This is an optimization exercise on Yosys and OpenROAD, whose aim is small area, not a production implementation. Function not checked in this run: the RTL went through the layout flow alone. Power figures rest on the tool's default switching activity, not on a simulated workload.

==> design/flow/design.v <==
module labibus_core (
    input  wire         clk,
    input  wire         rst,
    input  wire         host_valid,
    output wire         host_ready,
    input  wire [1:0]   host_op,
    input  wire [7:0]   host_id,
    input  wire [15:0]  host_poll,
    input  wire [127:0] host_desc,
    input  wire [4:0]   host_desc_len,
    input  wire [63:0]  host_unit,
    input  wire [3:0]   host_unit_len,
    input  wire [31:0]  host_value,
    input  wire         rx_valid,
    input  wire [7:0]   rx_data,
    output wire         rx_ready,
    input  wire         turn_elapsed,
    input  wire         settle_elapsed,
    output wire         tx_valid,
    output reg  [7:0]   tx_data,
    input  wire         tx_ready,
    output wire         txc_clr,
    input  wire         txc,
    output reg          de,
    output reg          de_oe,
    output reg          uart_cfg_valid
);
    localparam N_SLOTS  = 8;
    localparam SLOT_W   = 3;
    localparam DESC_MAX = 16;
    localparam UNIT_MAX = 8;
    localparam MAX_REQ  = 16;
    localparam MAX_RESP = 64;
    localparam [1:0] OP_NOP = 2'b00, OP_CONFIGURE = 2'b01, OP_SET_VALUE = 2'b10;
    localparam [3:0] PH_OFF    = 4'd0,
                     PH_LISTEN = 4'd1,
                     PH_EVAL   = 4'd2,
                     PH_CONV   = 4'd3,
                     PH_BUILD  = 4'd4,
                     PH_TURN   = 4'd5,
                     PH_SETTLE = 4'd6,
                     PH_SYNC   = 4'd7,
                     PH_BODY   = 4'd8,
                     PH_CRC    = 4'd9,
                     PH_CR     = 4'd10,
                     PH_LF     = 4'd11,
                     PH_DRAIN  = 4'd12;
    localparam [3:0] F_BANG  = 4'd0,
                     F_ID_HI = 4'd1,
                     F_ID_LO = 4'd2,
                     F_COLON = 4'd3,
                     F_OP    = 4'd4,
                     F_SIGN  = 4'd5,
                     F_NUM   = 4'd6,
                     F_BAR1  = 4'd7,
                     F_DESC  = 4'd8,
                     F_BAR2  = 4'd9,
                     F_UNIT  = 4'd10,
                     F_BAR3  = 4'd11;
    function [15:0] crc16_step(input [7:0] b, input [15:0] crc);
        integer i;
        reg [15:0] c;
        begin
            c = crc ^ {8'h00, b};
            for (i = 0; i < 8; i = i + 1)
                c = c[0] ? ((c >> 1) ^ 16'hA001) : (c >> 1);
            crc16_step = c;
        end
    endfunction
    function [3:0] hex_to_val(input [7:0] c);
        begin
            if (c >= 8'h30 && c <= 8'h39)      hex_to_val = c - 8'h30;
            else if (c >= 8'h41 && c <= 8'h46) hex_to_val = c - 8'h41 + 8'd10;
            else if (c >= 8'h61 && c <= 8'h66) hex_to_val = c - 8'h61 + 8'd10;
            else                               hex_to_val = 4'd0;
        end
    endfunction
    function [7:0] val_to_hex(input [3:0] v);
        begin
            val_to_hex = (v <= 4'd9) ? (8'h30 + v) : (8'h61 + v - 8'd10);
        end
    endfunction
    function needs_escape(input [7:0] b);
        begin
            needs_escape = (b < 8'h20) || (b >= 8'h7F) || (b == 8'h21) ||
                           (b == 8'h3F) || (b == 8'h7C) || (b == 8'h5C);
        end
    endfunction
    reg [3:0]   phase;
    reg [4:0]   s_desc_len [0:N_SLOTS-1];    
    reg [127:0] s_desc     [0:N_SLOTS-1];
    reg [7:0]   s_id       [0:N_SLOTS-1];
    reg [15:0]  s_poll     [0:N_SLOTS-1];
    reg [3:0]   s_unit_len [0:N_SLOTS-1];
    reg [63:0]  s_unit     [0:N_SLOTS-1];
    reg [31:0]  s_value    [0:N_SLOTS-1];
    reg         s_have     [0:N_SLOTS-1];
    reg [7:0]   fa_buf [0:MAX_REQ-1];
    reg [4:0]   fa_idx;
    reg [SLOT_W-1:0] r_slot;
    reg         r_poll;
    reg [7:0]   resp [0:MAX_RESP-1];
    reg [6:0]   resp_len;
    reg [3:0]   b_field;
    reg [4:0]   b_idx;
    reg [1:0]   b_esc;
    reg         b_dot;
    reg [31:0]  conv_val;
    reg [3:0]   conv_cnt;
    reg [3:0]   digits [0:9];
    reg [6:0]   tx_pos;
    reg [15:0]  crc_acc;
    integer i;
    assign host_ready = (phase == PH_OFF) || (phase == PH_LISTEN);
    assign rx_ready   = (phase == PH_LISTEN) && !host_valid;
    wire host_fire = host_valid && host_ready;
    wire rx_fire   = rx_valid && rx_ready;
    function [SLOT_W:0] lookup(input [7:0] id);    
        integer k;
        reg done;
        begin
            lookup = {(SLOT_W+1){1'b0}};
            done = 1'b0;
            for (k = 0; k < N_SLOTS; k = k + 1) begin
                if (!done) begin
                    if (s_desc_len[k] == 5'd0) begin
                        done = 1'b1;
                    end else if (s_id[k] == id) begin
                        lookup = {1'b1, k[SLOT_W-1:0]};
                        done = 1'b1;
                    end
                end
            end
        end
    endfunction
    function [SLOT_W:0] find_slot(input [7:0] id);
        integer k;
        reg done;
        begin
            find_slot = {(SLOT_W+1){1'b0}};
            done = 1'b0;
            for (k = 0; k < N_SLOTS; k = k + 1) begin
                if (!done && (s_desc_len[k] == 5'd0 || s_id[k] == id)) begin
                    find_slot = {1'b1, k[SLOT_W-1:0]};
                    done = 1'b1;
                end
            end
        end
    endfunction
    wire [SLOT_W:0] host_lookup = lookup(host_id);
    wire [SLOT_W:0] host_find   = find_slot(host_id);
    reg [15:0] req_crc;
    always @(*) begin
        req_crc = 16'h0000;
        for (i = 0; i < 6; i = i + 1)
            req_crc = crc16_step(fa_buf[i], req_crc);
    end
    wire [15:0] rx_crc = {hex_to_val(fa_buf[6]), hex_to_val(fa_buf[7]),
                          hex_to_val(fa_buf[8]), hex_to_val(fa_buf[9])};
    wire [7:0]  req_id = {hex_to_val(fa_buf[1]), hex_to_val(fa_buf[2])};
    wire        req_is_d = (fa_buf[4] == 8'h44);
    wire        req_is_p = (fa_buf[4] == 8'h50);
    wire        req_shape_ok = (fa_idx == 5'd10) && (fa_buf[0] == 8'h3F) &&
                               (fa_buf[5] == 8'h7C) && (req_is_d || req_is_p);
    wire        req_ok = req_shape_ok && (rx_crc == req_crc);
    wire [SLOT_W:0] req_lookup = lookup(req_id);
    wire        req_answer = req_ok && req_lookup[SLOT_W] &&
                             (req_is_d || s_have[req_lookup[SLOT_W-1:0]]);
    wire [7:0]   cur_id    = s_id[r_slot];
    wire [127:0] cur_desc  = s_desc[r_slot];
    wire [63:0]  cur_unit  = s_unit[r_slot];
    wire [4:0]   cur_dlen  = s_desc_len[r_slot];
    wire [3:0]   cur_ulen  = s_unit_len[r_slot];
    wire         cur_neg   = r_poll && s_value[r_slot][31];
    reg [3:0] msd;
    always @(*) begin
        msd = r_poll ? 4'd6 : 4'd0;
        for (i = 0; i < 10; i = i + 1)
            if (digits[i] != 4'd0 && i > msd)
                msd = i[3:0];
    end
    wire [7:0] desc_byte = cur_desc[b_idx[3:0]*8 +: 8];
    wire [7:0] unit_byte = cur_unit[b_idx[2:0]*8 +: 8];
    wire [7:0] str_byte  = (b_field == F_DESC) ? desc_byte : unit_byte;
    assign tx_valid = (phase == PH_SYNC) || (phase == PH_BODY) || (phase == PH_CRC) ||
                      (phase == PH_CR) || (phase == PH_LF);
    assign txc_clr  = tx_valid && tx_ready;
    always @(*) begin
        case (phase)
            PH_SYNC: tx_data = 8'hFF;
            PH_BODY: tx_data = resp[tx_pos[5:0]];
            PH_CRC:  tx_data = val_to_hex(crc_acc[15 - tx_pos[1:0]*4 -: 4]);
            PH_CR:   tx_data = 8'h0D;
            PH_LF:   tx_data = 8'h0A;
            default: tx_data = 8'h00;
        endcase
    end
    task append(input [7:0] b);
        begin
            if (resp_len < MAX_RESP) begin
                resp[resp_len[5:0]] <= b;
                resp_len <= resp_len + 7'd1;
            end
        end
    endtask
    always @(posedge clk) begin
        uart_cfg_valid <= 1'b0;
        if (rst) begin
            phase    <= PH_OFF;
            fa_idx   <= 5'd0;
            de       <= 1'b0;
            de_oe    <= 1'b0;
            resp_len <= 7'd0;
            tx_pos   <= 7'd0;
            crc_acc  <= 16'h0000;
            for (i = 0; i < N_SLOTS; i = i + 1)
                s_desc_len[i] <= 5'd0;
        end else begin
            if (host_fire) begin
                case (host_op)
                    OP_CONFIGURE: begin
                        if (host_desc_len != 5'd0 && host_find[SLOT_W]) begin
                            s_desc_len[host_find[SLOT_W-1:0]] <= host_desc_len;
                            s_desc[host_find[SLOT_W-1:0]]     <= host_desc;
                            s_id[host_find[SLOT_W-1:0]]       <= host_id;
                            s_poll[host_find[SLOT_W-1:0]]     <= host_poll;
                            s_unit_len[host_find[SLOT_W-1:0]] <= host_unit_len;
                            s_unit[host_find[SLOT_W-1:0]]     <= host_unit;
                            s_value[host_find[SLOT_W-1:0]]    <= 32'd0;
                            s_have[host_find[SLOT_W-1:0]]     <= 1'b0;
                            if (phase == PH_OFF) begin
                                phase          <= PH_LISTEN;
                                de_oe          <= 1'b1;
                                de             <= 1'b0;
                                uart_cfg_valid <= 1'b1;
                            end
                        end
                    end
                    OP_SET_VALUE: begin
                        if (host_lookup[SLOT_W]) begin
                            s_value[host_lookup[SLOT_W-1:0]] <= host_value;
                            s_have[host_lookup[SLOT_W-1:0]]  <= 1'b1;
                        end
                    end
                    default: ;
                endcase
            end
            if (rx_fire) begin
                if (fa_idx == 5'd0) begin
                    if (rx_data == 8'h3F) begin
                        fa_buf[0] <= rx_data;
                        fa_idx    <= 5'd1;
                    end
                end else if (rx_data == 8'h0D) begin
                end else if (rx_data == 8'h0A) begin
                    phase <= PH_EVAL;
                end else if (fa_idx < MAX_REQ) begin
                    fa_buf[fa_idx[3:0]] <= rx_data;
                    fa_idx <= fa_idx + 5'd1;
                end else begin
                    fa_idx <= 5'd0;          
                end
            end
            case (phase)
                PH_EVAL: begin
                    if (req_answer) begin
                        r_slot   <= req_lookup[SLOT_W-1:0];
                        r_poll   <= req_is_p;
                        de       <= 1'b1;
                        conv_val <= req_is_p ?
                                    (s_value[req_lookup[SLOT_W-1:0]][31] ? -s_value[req_lookup[SLOT_W-1:0]]
                                                                  : s_value[req_lookup[SLOT_W-1:0]])
                                    : {16'd0, s_poll[req_lookup[SLOT_W-1:0]]};
                        conv_cnt <= 4'd0;
                        phase    <= PH_CONV;
                    end else begin
                        fa_idx <= 5'd0;
                        phase  <= PH_LISTEN;
                    end
                end
                PH_CONV: begin
                    digits[conv_cnt] <= conv_val % 10;
                    conv_val         <= conv_val / 10;
                    if (conv_cnt == 4'd9) begin
                        resp_len <= 7'd0;
                        b_field  <= F_BANG;
                        b_idx    <= 5'd0;
                        b_esc    <= 2'd0;
                        b_dot    <= 1'b0;
                        phase    <= PH_BUILD;
                    end else begin
                        conv_cnt <= conv_cnt + 4'd1;
                    end
                end
                PH_BUILD: begin
                    case (b_field)
                        F_BANG:  begin append(8'h21); b_field <= F_ID_HI; end
                        F_ID_HI: begin append(val_to_hex(cur_id[7:4])); b_field <= F_ID_LO; end
                        F_ID_LO: begin append(val_to_hex(cur_id[3:0])); b_field <= F_COLON; end
                        F_COLON: begin append(8'h3A); b_field <= F_OP; end
                        F_OP:    begin append(r_poll ? 8'h50 : 8'h44); b_field <= F_SIGN; end
                        F_SIGN: begin
                            if (cur_neg) append(8'h2D);
                            b_idx   <= {1'b0, msd};
                            b_field <= F_NUM;
                        end
                        F_NUM: begin
                            if (r_poll && b_idx == 5'd5 && !b_dot) begin
                                append(8'h2E);
                                b_dot <= 1'b1;
                            end else begin
                                append(8'h30 + {4'd0, digits[b_idx[3:0]]});
                                if (b_idx == 5'd0)
                                    b_field <= r_poll ? F_BAR3 : F_BAR1;
                                else
                                    b_idx <= b_idx - 5'd1;
                            end
                        end
                        F_BAR1: begin
                            append(8'h7C);
                            b_idx   <= 5'd0;
                            b_field <= (cur_dlen == 5'd0) ? F_BAR2 : F_DESC;
                        end
                        F_DESC, F_UNIT: begin
                            if (needs_escape(str_byte)) begin
                                case (b_esc)
                                    2'd0: append(8'h5C);
                                    2'd1: append(val_to_hex(str_byte[7:4]));
                                    default: append(val_to_hex(str_byte[3:0]));
                                endcase
                            end else begin
                                append(str_byte);
                            end
                            if (needs_escape(str_byte) && b_esc != 2'd2) begin
                                b_esc <= b_esc + 2'd1;
                            end else begin
                                b_esc <= 2'd0;
                                if (b_field == F_DESC) begin
                                    if (b_idx + 5'd1 == cur_dlen) b_field <= F_BAR2;
                                    else b_idx <= b_idx + 5'd1;
                                end else begin
                                    if (b_idx + 5'd1 == {1'b0, cur_ulen}) b_field <= F_BAR3;
                                    else b_idx <= b_idx + 5'd1;
                                end
                            end
                        end
                        F_BAR2: begin
                            append(8'h7C);
                            b_idx   <= 5'd0;
                            b_field <= (cur_ulen == 4'd0) ? F_BAR3 : F_UNIT;
                        end
                        default: begin    
                            append(8'h7C);
                            phase <= PH_TURN;
                        end
                    endcase
                end
                PH_TURN:   if (turn_elapsed)   phase <= PH_SETTLE;
                PH_SETTLE: if (settle_elapsed) phase <= PH_SYNC;
                PH_SYNC: if (tx_ready) begin
                    crc_acc <= 16'h0000;
                    tx_pos  <= 7'd0;
                    phase   <= PH_BODY;
                end
                PH_BODY: if (tx_ready) begin
                    crc_acc <= crc16_step(resp[tx_pos[5:0]], crc_acc);
                    if (tx_pos + 7'd1 == resp_len) begin
                        tx_pos <= 7'd0;
                        phase  <= PH_CRC;
                    end else begin
                        tx_pos <= tx_pos + 7'd1;
                    end
                end
                PH_CRC: if (tx_ready) begin
                    if (tx_pos[1:0] == 2'd3) phase <= PH_CR;
                    else tx_pos <= tx_pos + 7'd1;
                end
                PH_CR: if (tx_ready) phase <= PH_LF;
                PH_LF: if (tx_ready) phase <= PH_DRAIN;
                PH_DRAIN: if (txc) begin
                    de     <= 1'b0;
                    if (r_poll) s_have[r_slot] <= 1'b0;
                    fa_idx <= 5'd0;
                    phase  <= PH_LISTEN;
                end
                default: ;
            endcase
        end
    end
endmodule
==> design/flow/run.sh <==
#!/bin/bash
# synth_recipe.tcl (not shown) runs the flow's synth.tcl, then flattens the netlist and writes it again
# the make line also repeats each setting of config.mk as NAME=value (left out here)
make -C /OpenROAD-flow-scripts/flow DESIGN_CONFIG=/design/flow/config.mk WORK_HOME=/design/flow/orfs CLKGATE_MAP_FILE= SYNTH_SCRIPT=/design/flow/synth_recipe.tcl finish
==> design/flow/config.mk <==
export PLATFORM = sky130hd
export DESIGN_NAME = labibus_core
export DESIGN_NICKNAME = labibus_core
export VERILOG_FILES = /design/flow/design.v
export SDC_FILE = /design/flow/constraint.sdc
export NUM_CORES = 4
export LEC_CHECK = 0
export CAP_MARGIN = 20
export CORE_MARGIN = 2
export CORE_UTILIZATION = 40
export PLACE_DENSITY = 0.6
export SLEW_MARGIN = 20
==> design/flow/constraint.sdc <==
create_clock -name core_clock -period 20.0 [get_ports {clk}]
set_input_delay 4.0000 -clock core_clock [delete_from_list [all_inputs] [get_ports {clk}]]
set_output_delay 4.0000 -clock core_clock [all_outputs]
set_load 0.01 [all_outputs]
==> run summary <==
[stage by stage]
| step | util [%] | setup WS [ns] | area [um2] | total power [mW] |
|---|---|---|---|---|
| floorplan | - | 4.09 | 122000 | 6.67 |
| global placement | 42.8 | 5.15 | 130000 | 6.79 |
| detailed placement | 42.8 | 4.96 | 130000 | 6.80 |
| CTS | 46.0 | 4.86 | 139000 | 12.3 |
| global route | 46.0 | 3.75 | 139000 | 12.6 |
| finish | 46.0 | 4.87 | 139000 | 12.2 |
[sequential cells by signal (all words and copies together), names as in the netlist, 7 cells and up, named ones only]
name / cells
digits: 64
s_poll: 128
tx_pos: 7
s_unit: 512
resp_len: 7
crc_acc: 16
s_have: 8
s_value: 256
s_desc_len: 40
conv_val: 32
s_id: 64
s_unit_len: 32
s_desc: 1024
fa_buf: 80
resp: 512
[power by group through the flow]
stage                     Sequential [mW]  Combinational [mW]  Clock [mW]
after floorplan                      6.63              0.0472           0
after global placement               6.62               0.173           0
after detailed placement             6.62               0.180           0
after CTS                            6.50               0.181        5.65
after global routing                 6.49               0.196        5.88
final                                6.50               0.179        5.53
[synthesized netlist by cell type, types with 19 or more instances]
cell type	number
nor2b_1	37
nor4_1	48
o22ai_1	44
mux2_2	44
and2_1	114
dfxtp_1	55
a21oi_1	191
a22oi_1	32
clkbuf_1	267
nand3_1	173
o21ai_0	192
xnor2_1	228
and3_1	39
mux4_2	696
nor3_1	79
mux2i_1	116
buf_2	20
or3_1	19
o211ai_1	71
buf_1	103
edfxtp_1	2772
nor2_1	355
nand2b_1	32
nand4_1	37
xor2_1	107
a211oi_1	52
ha_1	63
a31oi_1	40
nand2_1	600
inv_1	94
[kinds of logic (layout without fill, tap and decap cells)]
kind of cell	after synthesis	count (layout)	synth area share, %
compound gates	917	917	5.23
xor+xnor	338	338	2.45
fa+ha+maj	65	65	0.665
buf+inv	506	1072	1.64
flops	2827	2827	69.3
mux	861	861	14.3
other cells	1	84	0.00308
simple gates	1632	1632	6.35
[per-layer routing]
| metal | vias to the layer above | wire (um) | GRT usage, % |
|---|---|---|---|
| met4 | 70 | 8180 | 5.24 |
| met1 | 34700 | 128000 | 26.1 |
| met3 | 506 | 18400 | 3.68 |
| met2 | 1994 | 147000 | 31.8 |
| met5 | - | 477 | 0 |
| li1 | 29400 | - | - |
[worst paths after layout]
kind / depth (start not counted) / slack, ns / to
setup / recovery: 36 / 4.87 / digits[10][2]
hold / removal: 2 / 0.50 / crc_acc[4]
setup reg to reg: 36 / 4.87 / digits[10][2]
hold reg to reg: 2 / 0.50 / crc_acc[4]
[layout make-up]
type	count	share of cell area, %
multi-input combinational	3877	25.7
sequential	2827	60.5
inverter	103	0.284
clock buffer	383	5.90
tap	3978	3.57
timing repair buffer	410	2.87
antenna	20	0.0359
clock inverter	176	1.13
[cell usage in the layout, fill, tap and decap left out, types with 17 or more instances in the layout]
master and n:
edfxtp_1 2772, mux4_2 696, nand2_1 598, nor2_1 337, clkbuf_16 318, clkdlybuf4s50_1 288
xnor2_1 227, o21ai_0 190, a21oi_1 190, nand3_1 173, mux2i_1 115, and2_1 114
xor2_1 106, buf_4 103, inv_1 94, nor3_1 76, clkinv_1 74, o211ai_1 71
conb_1 64, ha_1 63, clkbuf_1 62, a211oi_1 52, clkinv_2 52, dfxtp_1 49
nor4_1 46, mux2_2 44, o22ai_1 43, a31oi_1 39, and3_1 39, nor2b_1 37
nand4_1 37, a22oi_1 32, nand2b_1 32, bufinv_16 21, diode_2 20, or3_1 19
o21ai_1 17, nor2_4 17, buf_12 17
[critical path, delay by kind of cell (launching register included)]
family	cells	cell delay [ns]
AOI/OAI and AO/OA	18	6.31
xor gates and xnor gates	4	2.31
DFF	1	0.70
muxes	4	1.70
and+or+nand+nor	10	3.75
==> metrics.md <==
| Metric | Value |
|---|---|
| H-Tree Depth | 5 |
| Effective utilization at floorplan | 40.2% |
| Die footprint | 0.308 mm2 |
| RSZ-0062 raised after global routing | no |
| Syn. warnings | 1 |
| Die width | 555 um |
| Gr usage total | 19.3% |
| Setup TNS | 0 ns |
| Net Switching | 2.43 mW |
| Comb pwr share | 1.5% |
| Final hold vios | 0 |
| Worst endpoint required time | 20.55 ns |
| Critical-path top delay cell | o21ai_1 |
| Final Non-Filler Cells | 11,800 |
| Clock latency on the worst-skew pair | 0.92 ns |
| Status | timing/DRC/antenna clean |
| Max Cap Viol | 0 |
| Detail Placement HPWL | 182,000 um |
| Post-synth cell types | 124 |
| Top cell type's share of synthesized area | 68.4% |
| Total core area | 0.303 mm2 |
| Setup crit start | conv_val[28] |
| Largest cells by area after synthesis | edfxtp_1 (68%), mux4_2 (13%), nand2_1 (1.9%) |
| Setup crit end kind | register |
| DR pass1 iterations | 6 |
| CTS Root Cell | clkbuf_16 |
| Avg Cell Area, Syn | 17.0 um2 |
| Final net count | 7,869 |
| Final setup vio count | 0 |
| Syn Inst Count | 7,147 |
| HP Class | reg -> reg |
| Vias post-DR | 66,700 |
| Cell Pwr Density | 87.5 mW/mm2 |
| Largest net degree at the start of global routing | 127 |
| Total CTS buffers | 312 |
| Global-route wire length before repair | 450,000 um |
| Post-CTS Hold Buffers | 0 |
| Tightest Pin Transition | 1.15 ns |
| Routed Wire Length | 302,000 um |
| Switching share of power | 19.9% |
| Final slew viol count | 0 |
| Max Clk Rate | 66.1 MHz |
| Via density | 5.66 |
| Num ports | 290 |
| Fillers | 25,600 |
| Top FF cell, synth | edfxtp_1 |
| Largest stage delay, worst path | 0.96 ns |
| EDFF count, synth | 2,772 |
| Register area share after synthesis | 69.3% |
| Multi-input gate area | 0.0358 mm2 |
| # placed instances | 11,200 |
| Drt drc | 0 |
| Antenna violations before repair | 78 |
| Sequential share of power | 53.2% |
| Critical Path Source Type | register |
| First DRT Iteration DRCs | 5,860 |
| CTS clk-pin slew, worst paths | 0.06 ns |
| Num rows | 202 |
| Sink Count | 2,827 |
| Clk network pwr share | 45.3% |
| Port bufs | 289 |
| Resized Gates After CTS | 0 |
| Gpl congestion | 0.844 |
| Worst R2R Start | conv_val[28] |
| Critical path type | reg -> reg |
| Internal Pwr Total | 9.77 mW |
| VDD IR max | 0.0000759 V |
| Die height | 555 um |
| Flip-flop and latch count after synthesis | 2,827 |
| Clk buf depth | 4 |
| Area leader, netlist | edfxtp_1 |
| Final ANT Viol Nets | 0 |
| Vias in the first global route | 68,100 |
| Hold Slack | 0.498 ns |
| Worst slew margin | 22.8% |
| Leak Pwr | 45.2 nW |
| Min-delay src | crc_acc[4] |
| CP Max Fanout | 20 |
| WL/cell | 25.6 um |
| Post-CTS setup buffers | 0 |
| Final period utilization | 75.6% |
| Seq. cell area | 0.0844 mm2 |
| Layout cell share with drive strength beyond 1 | 18.5% |
| Total grt overflow | 0 |
| CTS tree | built |
| Minimum clock period | 15.13 ns |
| CP Data Arrival Time | 15.68 ns |
| Layout area overhead | 14.6% |
| Async SR Flop Fraction | 0% |
| Cell Area, Synth | 0.122 mm2 |
| Layout Skew | 0.0933 ns |

separate check: timing with driven ports:
The results above use ideal ports. As a check the final layout listed here was re-extracted and re-timed, cells and wires unchanged.
Step 1 sets driving cells, clkbuf_16 on the clock port and buf_2 on the other inputs (assumed; they add their load-dependent delay and slew).
Step 2 times the ports against the registers' clock, not the clock port: input delays grow and output delays shrink by t, the midpoint of the rising clock arrivals with the driver on.
Three values: ideal ports, drivers, drivers and shift; two values: the first two.
t (ns): 0.960
setup WS [ns]: 4.870 / 4.870 / 4.870
worst register clock-pin slew, ns: 0.07 / 0.07
pins driven straight from the clock port: 1
After both steps setup and hold are still met in this run. For this run, drivers alone change the setup slack by 0.000 ns; drivers and shift together by 0.000 ns.
